Source: an optimization exercise on an open RTL-to-GDS flow (aim: small area, a short achievable clock period and few clock cycles per item). Production flows keep margins and buffers that such runs may drop.
No functional check of the RTL was part of any run shown here.
Power is estimated from default activity; no workload was simulated.

--- config.mk ---
export PLATFORM = sky130hd
export DESIGN_NAME = vm_alu
export DESIGN_NICKNAME = vm_alu
export VERILOG_FILES = /design/flow/design.v
export SDC_FILE = /design/flow/constraint.sdc
export NUM_CORES = 4
export LEC_CHECK = 0
export ABC_AREA = 1
export CAP_MARGIN = 20
export CORE_MARGIN = 2
export CORE_UTILIZATION = 40
export SETUP_SLACK_MARGIN = 2.5
export SLEW_MARGIN = 20
--- constraint.sdc ---
create_clock -name core_clock -period 8.0 [get_ports {clk}]
set_input_delay 1.6000 -clock core_clock [delete_from_list [all_inputs] [get_ports {clk}]]
set_output_delay 1.6000 -clock core_clock [all_outputs]
set_load 0.01 [all_outputs]
--- design.v ---
module vm_alu (
    input  wire        clk,
    input  wire        rst,
    input  wire        in_valid,
    output wire        in_ready,
    input  wire [7:0]  in_op,
    input  wire [63:0] in_a,
    input  wire [63:0] in_b,
    output reg         out_valid,
    output reg  [63:0] out_result,
    output reg         out_err
);
    function [64:0] add64(input [63:0] a, input [63:0] b, input cin);
        reg [63:0] g, p, p0;
        integer l, i;
        begin
            p0 = a ^ b;
            g  = a & b;
            p  = p0;
            g[0] = g[0] | (p0[0] & cin);
            for (l = 0; l < 6; l = l + 1)
                for (i = 0; i < 64; i = i + 1)
                    if (((i + 1) % (1 << (l + 1))) == 0) begin
                        g[i] = g[i] | (p[i] & g[i - (1 << l)]);
                        p[i] = p[i] & p[i - (1 << l)];
                    end
            for (l = 4; l >= 0; l = l - 1)
                for (i = 0; i < 64; i = i + 1)
                    if (((i + 1) % (1 << (l + 1))) == (1 << l) && i >= (1 << (l + 1))) begin
                        g[i] = g[i] | (p[i] & g[i - (1 << l)]);
                        p[i] = p[i] & p[i - (1 << l)];
                    end
            add64 = {g[63], p0 ^ {g[62:0], cin}};
        end
    endfunction
    function [63:0] booth(input [63:0] x, input one, input two, input neg);
        booth = ((x & {64{one}}) | ({x[62:0], 1'b0} & {64{two}})) ^ {64{neg}};
    endfunction
    reg         s_idle, s_mul, s_negb, s_align, s_div, s_negq;
    reg         pend;        
    reg  [7:0]  op;          
    reg         op_mul, op_div;
    reg         op_sub;      
    reg         neg_a;       
    reg  [63:0] x;           
    reg  [63:0] y;           
    reg  [5:0]  count;       
    reg         negq;        
    reg  [5:0]  bd;          
    reg         mlast_byte;  
    wire is_int = op[0];
    wire last   = (count == 6'd0);
    function [5:0] msb(input [63:0] w);
        reg [31:0] w5;
        reg [15:0] w4;
        reg [7:0]  w3;
        reg [3:0]  w2;
        reg [1:0]  w1;
        begin
            msb[5] = |w[63:32];
            w5     = msb[5] ? w[63:32] : w[31:0];
            msb[4] = |w5[31:16];
            w4     = msb[4] ? w5[31:16] : w5[15:0];
            msb[3] = |w4[15:8];
            w3     = msb[3] ? w4[15:8] : w4[7:0];
            msb[2] = |w3[7:4];
            w2     = msb[2] ? w3[7:4] : w3[3:0];
            msb[1] = |w2[3:2];
            w1     = msb[1] ? w2[3:2] : w2[1:0];
            msb[0] = w1[1];
        end
    endfunction
    reg  [63:0] x_clear;         
    reg  [63:0] xc_t;
    integer k2, lv;
    always @(*) begin
        x_clear = ~x;
        for (lv = 1; lv < 64; lv = lv * 2) begin
            xc_t = x_clear;
            for (k2 = 0; k2 < 64; k2 = k2 + 1)
                if (k2 + lv < 64) x_clear[k2] = xc_t[k2] & xc_t[k2 + lv];
        end
    end
    wire       q_zero = |(y & x_clear);
    wire [5:0] dl     = msb(x) - msb(y);    
    wire       far    = |dl[5:3];   
    wire [2:0] sh     = far ? 3'd7 : dl[2:0];
    wire st_idle  = s_idle;
    wire st_mul   = s_mul;
    wire st_div   = s_div;
    wire st_negb  = s_negb;
    wire st_negq  = s_negq;
    wire st_align = s_align;
    assign in_ready = (st_idle && !(pend && (op_mul || op_div))) ||
                      (st_mul && last) || (st_div && last && !negq) || st_negq ||
                      (st_align && q_zero);
    wire accept = in_valid && in_ready;
    wire start     = pend;    
    wire start_mul = start && op_mul;
    wire start_div = start && op_div;
    wire div0      = is_int ? ~|y : ~|y[7:0];
    wire [63:0] ppl = booth(x, bd[2], bd[1], bd[0]);
    wire [63:0] pph = {booth(x, bd[5], bd[4], bd[3]), 2'b0};
    wire [63:0] r0  = {out_result[59:0], 1'b0, bd[3], 1'b0, bd[0]};
    wire [63:0] ms  = r0 ^ ppl ^ pph;
    wire [63:0] mc  = (r0 & ppl) | (r0 & pph) | (ppl & pph);
    wire        inv_y = op_sub || st_div || st_negb;
    wire        zero_p = neg_a || st_negb || st_negq;
    wire [63:0] pa  = st_mul ? ms : (zero_p ? 64'd0 : x);
    wire [63:0] pb  = st_mul ? {mc[62:0], 1'b0} :
                      neg_a  ? ~x :
                      st_negq ? ~out_result : (y ^ {64{inv_y}});
    wire        cin = !st_mul && (inv_y || neg_a || st_negq);
    wire [64:0] sum = add64(pa, pb, cin);
    wire [63:0] s   = sum[63:0];
    wire        fits = sum[64];    
    wire        c64 = sum[64];                   
    wire        c63 = s[63] ^ x[63] ^ ~y[63];    
    wire        c8  = s[8] ^ x[8] ^ ~y[8];       
    wire [63:0] d_ab = x ^ y;
    wire        eq8  = ~|d_ab[7:0];
    wire        eq63 = eq8 & ~|d_ab[62:8];
    wire        eq64 = eq63 & ~d_ab[63];
    wire lt_b = !c8;
    wire gt_b = !lt_b && !eq8;
    wire lt_i = (x[63] ^ y[63]) ? x[63] : !c64;
    wire gt_i = !lt_i && !eq64;
    wire a_nan     = (&x[62:52]) && (|x[51:0]);
    wire b_nan     = (&y[62:52]) && (|y[51:0]);
    wire unordered = a_nan || b_nan;
    wire both_zero = ~|x[62:0] && ~|y[62:0];
    wire mag_lt    = !c63;
    wire mag_gt    = c63 && !eq63;
    wire f_eq      = !unordered && (eq64 || both_zero);
    wire f_lt      = !unordered && !both_zero &&
                     ((x[63] != y[63]) ? x[63] : (x[63] ? mag_gt : mag_lt));
    wire f_gt      = !unordered && !both_zero &&
                     ((x[63] != y[63]) ? y[63] : (x[63] ? mag_lt : mag_gt));
    reg         cmp;
    always @(*) begin
        case (op[3:0])
            4'h0: cmp = eq8;
            4'h1: cmp = eq64;
            4'h2: cmp = f_eq;
            4'h4: cmp = !eq8;
            4'h5: cmp = !eq64;
            4'h6: cmp = !f_eq;
            4'h8: cmp = gt_b;
            4'h9: cmp = gt_i;
            4'hA: cmp = f_gt;
            4'hC: cmp = lt_b;
            4'hD: cmp = lt_i;
            4'hE: cmp = f_lt;
            default: cmp = 1'b0;
        endcase
    end
    reg [63:0] simple_result;
    always @(*) begin
        case (op)
            8'h40, 8'h44: simple_result = {56'd0, s[7:0]};
            8'h41, 8'h45: simple_result = s;
            8'h60, 8'h61, 8'h62, 8'h64, 8'h65, 8'h66,
            8'h68, 8'h69, 8'h6A, 8'h6C, 8'h6D, 8'h6E:
                          simple_result = {56'd0, {8{cmp}}};
            8'h70:        simple_result = {56'd0, x[7:0] & y[7:0]};
            8'h71:        simple_result = {56'd0, x[7:0] | y[7:0]};
            8'h72:        simple_result = {56'd0, ~y[7:0]};
            8'h73:        simple_result = {56'd0, x[7:0] ^ y[7:0]};
            default:      simple_result = 64'd0;    
        endcase
    end
    reg  [14:0] upper_eq;        
    reg  [14:0] ue_t;
    reg  [3:0]  top_int;
    integer j, lj;
    always @(*) begin
        for (j = 0; j <= 14; j = j + 1)
            upper_eq[j] = (y[4*j+7 -: 5] == {5{y[4*j+7]}});
        for (lj = 1; lj < 15; lj = lj * 2) begin
            ue_t = upper_eq;
            for (j = 0; j <= 14; j = j + 1)
                if (j + lj <= 14) upper_eq[j] = ue_t[j] & ue_t[j + lj];
        end
        top_int[3] = !upper_eq[7];
        top_int[2] = !upper_eq[{top_int[3], 3'b011}];
        top_int[1] = !upper_eq[{top_int[3:2], 2'b01}];
        top_int[0] = !upper_eq[{top_int[3:1], 1'b0}];
    end
    wire [3:0]  top_byte = (y[7:3] == {5{y[7]}}) ? 4'd0 : 4'd1;
    wire [3:0]  top_digit = is_int ? top_int : top_byte;
    wire [64:0] y_ext = {y, 1'b0};    
    wire [3:0]  dsel = start ? top_digit : count[3:0] - 4'd1;
    wire [4:0]  dbits = y_ext[4*dsel +: 5];
    function [2:0] benc(input [2:0] b);    
        benc = {b[1] ^ b[0], (b[2] & ~b[1] & ~b[0]) | (~b[2] & b[1] & b[0]), b[2]};
    endfunction
    always @(posedge clk) begin
        if (rst) begin
            {s_idle, s_mul, s_negb, s_align, s_div, s_negq} <= 6'b100000;
            pend      <= 1'b0;
            out_valid <= 1'b0;
            out_err   <= 1'b0;
        end else begin
            pend      <= accept;
            out_valid <= 1'b0;
            out_err   <= 1'b0;
            if (s_idle) begin
                if (pend) begin
                    if (op_mul) begin
                        s_idle <= 1'b0;
                        s_mul  <= 1'b1;
                    end else if (op_div && !div0) begin
                        s_idle  <= 1'b0;
                        s_negb  <= is_int && y[63];
                        s_align <= !(is_int && y[63]);
                    end else begin
                        out_valid <= 1'b1;
                        out_err   <= op_div;
                    end
                end
            end
            if (s_mul && last) begin
                s_mul     <= 1'b0;
                s_idle    <= 1'b1;
                out_valid <= 1'b1;
            end
            if (s_negb) begin
                s_negb  <= 1'b0;
                s_align <= 1'b1;
            end
            if (s_align) begin
                if (q_zero) begin
                    s_align   <= 1'b0;
                    s_idle    <= 1'b1;
                    out_valid <= 1'b1;
                end else if (!far) begin
                    s_align <= 1'b0;
                    s_div   <= 1'b1;
                end
            end
            if (s_div && last) begin
                s_div <= 1'b0;
                if (negq) begin
                    s_negq <= 1'b1;
                end else begin
                    s_idle    <= 1'b1;
                    out_valid <= 1'b1;
                end
            end
            if (s_negq) begin
                s_negq    <= 1'b0;
                s_idle    <= 1'b1;
                out_valid <= 1'b1;
            end
        end
    end
    always @(posedge clk) begin
        if (s_idle) begin
            out_result <= simple_result;    
            count      <= op_mul ? {2'b0, top_digit} : 6'd0;
            bd         <= {benc(dbits[4:2]), benc(dbits[2:0])};
            mlast_byte <= !is_int;
            negq       <= is_int && (x[63] ^ y[63]);
            if (start_div) begin
                x <= neg_a ? s : (is_int ? x : {56'd0, x[7:0]});
                y <= is_int ? y : {56'd0, y[7:0]};
            end
        end
        if (s_mul) begin
            out_result <= (mlast_byte && last) ? {56'd0, s[7:0]} : s;
            count      <= count - 6'd1;
            bd         <= {benc(dbits[4:2]), benc(dbits[2:0])};
        end
        if (s_negb) begin
            y          <= s;
            out_result <= s;
        end
        if (s_align) begin
            out_result <= 64'd0;
            y          <= y << sh;
            count      <= count + {3'd0, sh};
        end
        if (s_div) begin
            if (fits) x <= s;
            y          <= {1'b0, y[63:1]};
            out_result <= {out_result[62:0], fits};
            count      <= count - 6'd1;
        end
        if (s_negq) begin
            out_result <= s;
        end
        op_sub <= accept && (in_op[2] | in_op[5]);
        neg_a  <= accept && (in_op == 8'h4D) && in_a[63];
        if (accept) begin
            op     <= in_op;
            op_mul <= (in_op == 8'h48) || (in_op == 8'h49);
            op_div <= (in_op == 8'h4C) || (in_op == 8'h4D);
            x      <= in_a;
            y      <= in_b;
        end
    end
endmodule
--- run.sh ---
#!/bin/bash
# synth_recipe.tcl (not shown) runs the flow's synth.tcl, then flattens the netlist and writes it again
# the make line also repeats each setting of config.mk as NAME=value (left out here)
make -C /OpenROAD-flow-scripts/flow DESIGN_CONFIG=/design/flow/config.mk WORK_HOME=/design/flow/orfs CLKGATE_MAP_FILE= SYNTH_SCRIPT=/design/flow/synth_recipe.tcl finish
==> flow_summary_export.csv, run 1 <==
group,metric,value,unit
timing,tightest_slew,1230,ps
setup_path,max_stage_delay,470,ps
timing,rsz0062_at_grt,"yes",
synthesis,synthAdderAreaFrac,11.2,%
global_route,grt.total_usage,44.9,%
cts,insertion_delay,590,ps
status,outcome,"complete, no violations",
global_route,antenna_found_initial,8,
setup_path,crit_arrival,6440,ps
synthesis,synth_common_cells,"1265 x nand2_1, 427 x inv_1, 361 x nand3_1, 311 x o22ai_1, 282 x o21ai_0",
synthesis,syn-num-nets,4774,
cts,cts_tree,"built",
die,die_h,272,microns
timing,fin_skew,31.5,ps
setup_path,crit-reg2reg-launch,"y[54]$_DFFE_PP_",
synthesis,synth_compound_area_share,20.3,%
global_route,grt_max_degree,77,
timing,worst_slack,1870,ps
synthesis,synthMostInstantiatedCell,"nand2_1",
hold_path,hp-class,"flip-flop to flip-flop",
die,std_cell_rows,98,
synthesis,syn_avg_cell_area,6.47,sq um
cts,cts-root-buf,"clkbuf_16",
die,dieArea,73900,sq um
synthesis,ys_top_cells_by_area,"nand2_1 17%, edfxtp_1 16%, o22ai_1 6.8%",
power,pwr-share-clk,13.5,%
drt,wl,173000,microns
synthesis,synth_edf_count,152,
placed_design,postPlaceCellArea,31900,sq um
die,core,71200,sq um
final_layout,nets,5088,
drt,drtIter0Drc,5785,
timing,fmax,163,MHz
synthesis,synth-xor-area-share,5.92,%
power,p_comb_share,71.8,%
die,ios,206,
synthesis,synth_top_family_by_area,"simple AND/OR/NAND/NOR gates",
synthesis,synth_largest_area_cell,"nand2_1",
timing,finalCritPeriodShare,76.6,%
die,die_x,272,microns
final_layout,fin_util,53.6,%
final_layout,design_area,38200,sq um
timing,min_period,6130,ps
power,seqPwrFrac,14.7,%
drt,ant_nets,0,
timing,final_max_slew_viol_count,0,
cts,cts_buffer_depth,3,
power,p_int,0.00548,W
timing,final.setup.tns,0,ps
power,leakagePower,16.5,nW
global_route,grt_pass1_vias,34200,
final_layout,fill_cells,6931,
cts,path_clk_slew,60,ps
setup_path,worstSetupEndpointType,"flip-flop",
placed_design,place_ws,527,ps
power,finalPower,0.0120,W
final_layout,area_growth,33.1,%
setup_path,slowest_stage,"edfxtp_1",
die,start_util,40.3,%
drt,via_count,37000,
synthesis,postSynth.asyncResetShare,0,%
setup_path,crit_start,"y[54]$_DFFE_PP_",
power,powerDensity,314,nW/um^2
cts,cts_max_level,2,
global_route,overflow,0,
setup_path,crit_required,8300,ps
cts,cts_buffers,34,
global_route,grt_pass1_wl,242000,microns
hold_path,worstHoldStart,"s_idle$_SDFF_PP1_",
drt,drt-pass1-iter-count,8,
synthesis,yosysWarningCount,1,
drt,wl_per_cell,30.1,microns
job,cap_viol_max_count,0,
setup_path,cp_max_fo,7,
placed_design,portBuffers,205,
power,p_sw,0.00651,W
synthesis,synthMuxAreaShare,0.105,%
placed_design,place.gp.congestion,1.10,
synthesis,synthFlopType,"edfxtp_1",
synthesis,ys_seq_area_share,21.1,%
setup_path,crit_type,"flip-flop to flip-flop",
synthesis,synthCells,4434,
synthesis,syn_area,28700,sq um
synthesis,ys_types,64,
placed_design,dp_hpwl,121000,microns
timing,slew_headroom,17.6,%
power,irDropWorstVdd,0.211,mV
timing,finalSetupViolations,0,
power,p_sw_share,54.3,%
cts,clock_sinks,227,
synthesis,ys_ff_latch,227,
drt,drc,0,
timing,hold_violations,0,
synthesis,synth-simple-area-share,30.3,%
final_layout,drive_gt1_share,20.6,%
synthesis,synth_top_area_share,16.6,%
setup_path,start_kind,"flip-flop",
drt,via_per_inst,6.45,
path summary, 6_finish.rpt:
path	slack [ps]	depth (start not counted)	endpoint
max	1870	40	count[2]$_DFFE_PP_
max reg2reg	1870	40	count[2]$_DFFE_PP_
min reg2reg	570	0	negq$_DFFE_PP_
min	570	0	negq$_DFFE_PP_
power by group through the flow:
stage	sequential (W)	clock [W]	combinational, W
final	0.00177	0.00162	0.00861
after global routing	0.00177	0.00166	0.00902
after CTS	0.00174	0.00161	0.00779
after detailed placement	0.00178	0	0.00655
after global placement	0.00178	0	0.00653
after floorplan	0.00166	0	0.00405
per-stage QoR:
stage,instances,hold WS [ps]
detailed placement,5424,547
finish,5726,565
global placement,5424,542
global route,5725,583
CTS,5677,557
floorplan,4434,476
layer usage:
layer | global-route usage (%) | share of wire, % | vias up
li1 | - | - | 15700
met1 | 59.2 | 38 | 17600
met2 | 63.9 | 40 | 2960
met3 | 14.8 | 14 | 695
met4 | 25.9 | 7.4 | 4
met5 | 0 | 0.014 | -
critical path: cells and delay by family (launching register included):
kind	cells	cell delay, ps
fa+ha+maj	5	1220
flops	1	470
simple gates	23	2540
buf+inv	6	730
compound gates	5	710
xor+xnor	1	160
cells in the final DEF (no fill, tap or decap), drive strengths merged, types with 31 or more instances in the layout:
master,instances
nor3,74
edfxtp,152
dfxtp,75
o21ai,331
ha,107
inv,441
o22ai,311
clkbuf,49
a31oi,72
clkinv,38
o2111ai,31
fa,94
a21oi,139
buf,346
nor2,253
clkdlybuf4s50,205
nand2,1293
nand4,47
nand3,364
xor2,175
logic make-up after synthesis:
group / after synthesis
buffers and inverters: 774
adder cells (fa/ha/maj): 201
flip-flops: 227
AND/OR/NAND/NOR: 2054
AO/OA/AOI/OAI: 982
XOR/XNOR: 193
multiplexers: 3
area by class of cell:
| class | count | area [sq um] | share of cell area (%) |
|---|---|---|---|
| Inverter | 475 | 1940 | 5.09 |
| Tap cell | 950 | 1190 | 3.11 |
| Clock buffer | 46 | 936 | 2.45 |
| Sequential cell | 227 | 6100 | 16.0 |
| Antenna cell | 2 | 5.00 | 0.0131 |
| Timing Repair inverter | 2 | 15.0 | 0.0393 |
| Timing Repair Buffer | 560 | 5880 | 15.4 |
| Multi-Input combinational cell | 3448 | 21900 | 57.4 |
| Clock inverter | 16 | 200 | 0.524 |
state kept, by name, summed over array words and instances (netlist names), 6 cells and up:
register,count
op,8
x,64
out_result,64
bd,6
count,6
y,64
repair_timing:
action,in CTS,in global routing
endpoints found under the hold margin,0,0
hold buffers,0,0
pin swaps,197,134
cloned,41,2
endpoints found under the setup margin,158,153
gates resized for setup,511,205
setup buffers,150,45
==> run 2: changes to the inputs <==
--- a/config.mk
+++ b/config.mk
@@ -11,3 +11,3 @@
 export CORE_UTILIZATION = 40
-export SETUP_SLACK_MARGIN = 2.5
+export SETUP_SLACK_MARGIN = 1.5
 export SLEW_MARGIN = 20
==> flow_summary_export.csv, run 2 <==
group,metric,value,unit
timing,finalCritPeriodShare,80.0,%
final_layout,nets,4891,
die,dieArea,73900,sq um
power,seqPwrFrac,17.4,%
timing,final.setup.tns,0,ps
drt,via_per_inst,6.29,
setup_path,crit_type,"flip-flop to output port",
job,cap_viol_max_count,0,
placed_design,place.gp.congestion,1.13,
timing,whs,532,ps
placed_design,place_ws,849,ps
timing,finalSetupViolations,0,
power,leakagePower,14.7,nW
drt,via_count,34800,
global_route,grt_pass1_wl,220000,microns
drt,drc,0,
placed_design,portBuffers,205,
die,die_x,272,microns
synthesis,synth_top_area_share,16.6,%
global_route,grt_pass1_vias,32400,
cts,cts_tree,"built",
synthesis,synth_largest_area_cell,"nand2_1",
synthesis,syn_area,28700,sq um
power,powerDensity,308,nW/um^2
power,p_sw_share,56.2,%
final_layout,design_area,33800,sq um
final_layout,reg_top3,"out_result: 64 flops, x: 64 flops, y: 64 flops",
cts,postCtsHoldBufs,0,
timing,fmax,156,MHz
timing,hold_violations,0,
drt,drtIter0Drc,5166,
timing,slew_headroom,17.6,%
synthesis,synthFlopType,"edfxtp_1",
die,ios,206,
setup_path,cp_max_fo,11,
cts,clock_sinks,227,
cts,insertion_delay,650,ps
cts,cts_max_level,1,
synthesis,synthCells,4434,
timing,fin_skew,24.6,ps
cts,cts_buffers,31,
synthesis,postSynth.asyncResetShare,0,%
power,finalPower,0.0104,W
placed_design,dp_hpwl,115000,microns
synthesis,ys_ff_latch,227,
hold_path,hp-class,"flip-flop to flip-flop",
final_layout,layout_commonest_cell,"nand2_1",
synthesis,synthMostInstantiatedCell,"nand2_1",
placed_design,postPlaceCellArea,31600,sq um
synthesis,syn-num-nets,4774,
cts,path_clk_slew,70,ps
status,outcome,"complete, no violations",
final_layout,area_growth,17.9,%
drt,ant_nets,0,
synthesis,ys_types,64,
power,p_comb_share,68.0,%
die,std_cell_rows,98,
synthesis,ys_top_cells_by_area,"nand2_1 17%, edfxtp_1 16%, o22ai_1 6.8%",
power,irDropWorstVdd,0.223,mV
timing,min_period,6400,ps
setup_path,crit_arrival,4800,ps
global_route,antenna_found_initial,10,
global_route,grt.total_usage,40.2,%
drt,wl,155000,microns
synthesis,synth_edf_count,152,
setup_path,crit_required,6400,ps
timing,rsz0062_at_grt,"no",
synthesis,synth_common_cells,"1265 x nand2_1, 427 x inv_1, 361 x nand3_1, 311 x o22ai_1, 282 x o21ai_0",
final_layout,final_cell_mix,"1242 x nand2_1, 410 x inv_1, 357 x nand3_1",
final_layout,drive_gt1_share,9.64,%
drt,drt-pass1-iter-count,8,
die,die_h,272,microns
setup_path,start_kind,"flip-flop",
global_route,overflow,0,
die,start_util,40.3,%
timing,tightest_slew,1230,ps
die,core,71200,sq um
timing,worst_slack,1600,ps
synthesis,syn_avg_cell_area,6.47,sq um
timing,final_max_slew_viol_count,0,
setup_path,worstSetupEndpointType,"output port",
synthesis,ys_seq_area_share,21.1,%
power,pwr-share-clk,14.6,%
cts,cts_buffer_depth,3,
power,p_int,0.00456,W
synthesis,yosysWarningCount,1,
cts,cts-root-buf,"clkbuf_16",
drt,wl_per_cell,28.1,microns
global_route,grt_max_degree,153,
power,p_sw,0.00586,W
-- run 2: area by class of cell --
type                            count  area [sq um]
Antenna cell                        4          10.0
Clock buffer                       37           861
Clock inverter                     21           216
Fill cell                        7423         37400
Inverter                          475          1870
Multi-Input combinational cell   3443         20100
Sequential cell                   227          6090
Tap cell                          950          1190
Timing Repair Buffer              372          3490
Timing Repair inverter              1          8.76
-- run 2: critical path, cell delays in order, from the launching register on --
cell,delay (ps)
dfxtp_1,420
inv_1,320
nand3_1,310
nor2_1,60
nand2_1,170
nor2_1,110
nand2_1,200
nor2_1,170
inv_1,140
nor2_1,50
a211oi_1,290
nand4_1,140
nor3_1,570
nand3_2,320
nand2_2,210
nand2_1,130
clkdlybuf4s50_1,540
-- run 2: layer usage --
metal	vias to the layer above	track usage (%)	wire, microns
li1	15300	-	-
met1	16400	54.1	61000
met2	2547	57.6	62800
met3	504	12.6	21500
met4	10	20.3	9870
met5	-	0	141
-- run 2: logic make-up (layout without fill, tap and decap cells) --
| family | count (synthesis) | in the layout | synth area share (%) |
|---|---|---|---|
| AOI/OAI and AO/OA | 982 | 982 | 20.3 |
| xor gates and xnor gates | 193 | 193 | 5.92 |
| adders and majority gates | 201 | 201 | 11.2 |
| buffers and inverters | 774 | 906 | 11.0 |
| DFF | 227 | 227 | 21.1 |
| muxes | 3 | 3 | 0.105 |
| other | 0 | 4 | 0 |
| and+or+nand+nor | 2054 | 2064 | 30.3 |
-- run 2: worst paths after layout --
path / startpoint / to / slack (ps) / cells past startpoint
hold / removal: negq$_DFFE_PP_ / s_negq$_SDFF_PP0_ / 530 / 2
setup / recovery: x[54]$_DFF_P_ / in_ready / 1600 / 16
setup reg to reg: x[24]$_DFF_P_ / out_result[7]$_DFFE_PP_ / 1720 / 34
hold reg to reg: negq$_DFFE_PP_ / s_negq$_SDFF_PP0_ / 530 / 2
-- run 2: what timing repair did --
| item | CTS | global route |
|---|---|---|
| buffers inserted | 13 | 39 |
| pin swaps | 3 | 39 |
| endpoints found under the setup margin | 79 | 79 |
| resized for setup | 53 | 136 |
| gates cloned | 2 | 9 |
-- run 2: power by group through the flow --
stage               clock (W)  combinational, W  sequential (W)
detailed placement          0           0.00642         0.00182
global route          0.00156           0.00752         0.00181
floorplan                   0           0.00398         0.00166
CTS                   0.00153           0.00653         0.00178
global placement            0           0.00641         0.00182
finish                0.00152           0.00708         0.00181
-- run 2: per-stage QoR --
| stage | cells | utilization [%] |
|---|---|---|
| after global routing | 5526 | 47.4 |
| after CTS | 5478 | 46.2 |
| after detailed placement | 5405 | 44.3 |
| final | 5530 | 47.5 |
| after floorplan | 4434 | - |
| after global placement | 5405 | 44.3 |

[re-timing with driven ports]
How much do the figures lean on ideal ports? The routed layouts below were timed once more, with nothing changed but the port constraints.
Step 1 (the two cells are an assumption about what drives the block):
set clk [get_ports {clk}]
set_driving_cell -lib_cell sky130_fd_sc_hd__clkbuf_16 $clk
set_driving_cell -lib_cell sky130_fd_sc_hd__buf_2 [delete_from_list [all_inputs] $clk]
Step 2 adds t to the input delays and takes it off the output delays; t is the mean of the earliest and latest rising clock arrival at the registers after step 1. Input paths then give back, and output paths get back, about the clock's delay inside the block.
Slacks: ideal ports / drivers / drivers and shift; pairs: ideal ports / drivers.
run	shift t [ns]	setup slack, ns	worst hold slack (ns)	clock arrival spread, ns
run 1	0.641	1.869 / 1.869 / 1.869	0.565 / 0.565 / 0.565	0.031 / 0.031
run 2	0.712	1.597 / 1.527 / 1.719	0.532 / 0.532 / 0.532	0.025 / 0.024
After both steps every run listed still meets setup and hold.
